What follows belongs to an exercise in optimizing a design on an open flow for small area, a short achievable clock period and few clock cycles per item; a production flow would make more cautious choices.
At most, simulation tests tie the RTL to the original design; equivalence was not proved.
Power figures rest on the tool's default switching activity, not on a simulated workload.

// pf_engine
module pf_engine (
    input  wire        clk,
    input  wire        rst,
    input  wire        cmd_valid,
    output wire        cmd_ready,
    input  wire [1:0]  cmd_op,
    input  wire [7:0]  cmd_klen,
    input  wire [7:0]  cmd_tlen,
    input  wire        in_valid,
    output wire        in_ready,
    input  wire [7:0]  in_data,
    output wire        out_valid,
    input  wire        out_ready,
    output wire [7:0]  out_data,
    output wire        done,
    output wire [2:0]  err_code,
    output wire [15:0] err_info
);
export LEC_CHECK = 0
export CAP_MARGIN = 20
export CORE_MARGIN = 2
export CORE_UTILIZATION = 40
export CTS_CLUSTER_DIAMETER = 100
export CTS_CLUSTER_SIZE = 25
export SLEW_MARGIN = 20
create_clock -name core_clock -period 10.0 [get_ports {clk}]
standard.sh (not shown) runs the stock make flow with config.mk's settings and CLKGATE_MAP_FILE= SYNTH_SCRIPT=/design/flow/synth_recipe.tcl, a recipe that flattens the netlist after the stock synthesis.
==> flow/flow/run.sh <==
#!/bin/bash
set -euo pipefail
bash standard.sh BUFFER_PORTS_ARGS="-buffer_cell sky130_fd_sc_hd__buf_4" \
    SETUP_SLACK_MARGIN=6.8 TNS_END_PERCENT=100 finish > standard_flow.log 2>&1
==> next run, changes <==
--- a/flow/design.v
+++ b/flow/design.v
@@ -46,30 +46,25 @@
     wire cap_op3  = (op_in == 2'd3);
     wire cap_kz   = (krem == 8'd0);
     wire cap_tz   = (trem == 8'd0);
     wire cap_has  = !cap_op3 & (!cap_kz | (!op_in[1] & !cap_tz));
     wire null_fire = (ist == IS_CAP) & !cap_has & !s_v;
     wire rem_last = (krem == 8'd1 & trem == 8'd0) | (krem == 8'd0 & trem == 8'd1);
     wire enq      = in_fire | null_fire;
     wire e_first  = null_fire | !started;
     wire e_last   = null_fire | rem_last;
     wire e_text   = !null_fire & (krem == 8'd0);
     wire e_null   = null_fire;
     reg  [5:0]  L [0:35];
-    reg  [5:0]  nkey;        
-    wire [35:0] T;           
-    genvar gt;
-    generate for (gt = 0; gt < 36; gt = gt + 1) begin : g_t
-        assign T[gt] = (nkey <= gt);
-    end endgenerate
+    reg  [35:0] T;           
     wire [5:0] s = {mb[6], mb[4:0]};
     wire [35:0] m;
     genvar gi;
     generate for (gi = 0; gi < 36; gi = gi + 1) begin : g_cmp
         assign m[gi] = (L[gi] == s);
     end endgenerate
     wire [35:0] ge0 = m;
     wire [35:0] ge1 = ge0 | {1'b0,  ge0[35:1]};
     wire [35:0] ge2 = ge1 | {2'b0,  ge1[35:2]};
     wire [35:0] ge3 = ge2 | {4'b0,  ge2[35:4]};
     wire [35:0] ge4 = ge3 | {8'b0,  ge3[35:8]};
     wire [35:0] ge5 = ge4 | {16'b0, ge4[35:16]};
@@ -218,31 +213,31 @@
             if (!m_v | consume) begin
                 mb <= in_data;
                 m_first <= e_first; m_last <= e_last; m_text <= e_text; m_null <= e_null;
                 m_okE <= i_up | i_low | i_dig; m_okD <= i_up | i_dig; m_sp <= i_sp; m_low <= i_low;
             end
             sb <= in_data;
             s_first <= e_first; s_last <= e_last; s_text <= e_text; s_null <= e_null;
             s_okE <= i_up | i_low | i_dig; s_okD <= i_up | i_dig; s_sp <= i_sp; s_low <= i_low;
         end
         if (do_init) begin : init_blk
             integer i;
             for (i = 0; i < 36; i = i + 1) L[i] <= alpha(i);
-            nkey <= 6'd0;
+            T <= {36{1'b1}};
         end else if (do_ins) begin : ins_blk
             integer i;
             for (i = 0; i < 36; i = i + 1)
                 if (region[i])
                     L[i] <= firstcell[i] ? s : L[(i + 35) % 36];
-            if (|(m & T)) nkey <= nkey + 6'd1;
+            T <= T & ~(firstcell & region);
         end
         if (take) begin
             if (m_first) begin
                 pok    <= (sc_in == SC_NONE);
                 openc  <= (op_in == OP_ENC);
                 op_a   <= op_in;
                 sc_a   <= sc_in;
                 have_a <= 1'b0;
                 err_i  <= 1'b0;
             end
             if (ev_text) begin
                 if (t_sym & !have_a) begin
The new run finished with timing, DRC and antenna clean.
Routed wire length decreases by 18%.
Cell area decreases by 7.4%.
Clock power barely changes.
Utilization decreases by 3.9 points.
Worst hold slack is about the same.
Register-to-register slack improves by 0.05 ns.
Synthesized area increases by 0.81%.
Combinational power decreases by 14%.
Sequential share of layout area increases by 4.5 points.
First-iteration DRC count increases by 0.85%.
Testbench counts after the change, summed over its fixed seeds: cycles 24,755, bytes 24,035.
For the first run of this note, only the layout was checked, not whether the RTL still works.

[afterwards: timing with drivers on the ports]
No port has a modelled driver above. Below, the same layouts with a new extraction and two added sets of constraints.
Step 1, drivers: a clkbuf_16 drives clk and a buf_2 each remaining input, both assumed.
Step 2 adds t to the input delays and takes it off the output delays; t is the mean of the earliest and latest rising clock arrival at the registers after step 1. Input paths then give back, and output paths get back, about the clock's delay inside the block.
a / b / c = no drivers / after step 1 / after step 2; a / b = the first two.
| run | t (ns) | slack for setup (ns) | clock arrival spread, ns | worst slew at a driven data input, ns |
|---|---|---|---|---|
| the first run | 0.648 | 6.609 / 6.609 / 6.349 | 0.018 / 0.018 | 0.04 |
| the second run | 0.627 | 6.655 / 6.655 / 6.475 | 0.028 / 0.027 | 0.04 |
After both steps every run listed still meets setup and hold. For the first run, which loses most, drivers alone change the setup slack by 0.000 ns; drivers and shift together by -0.260 ns.
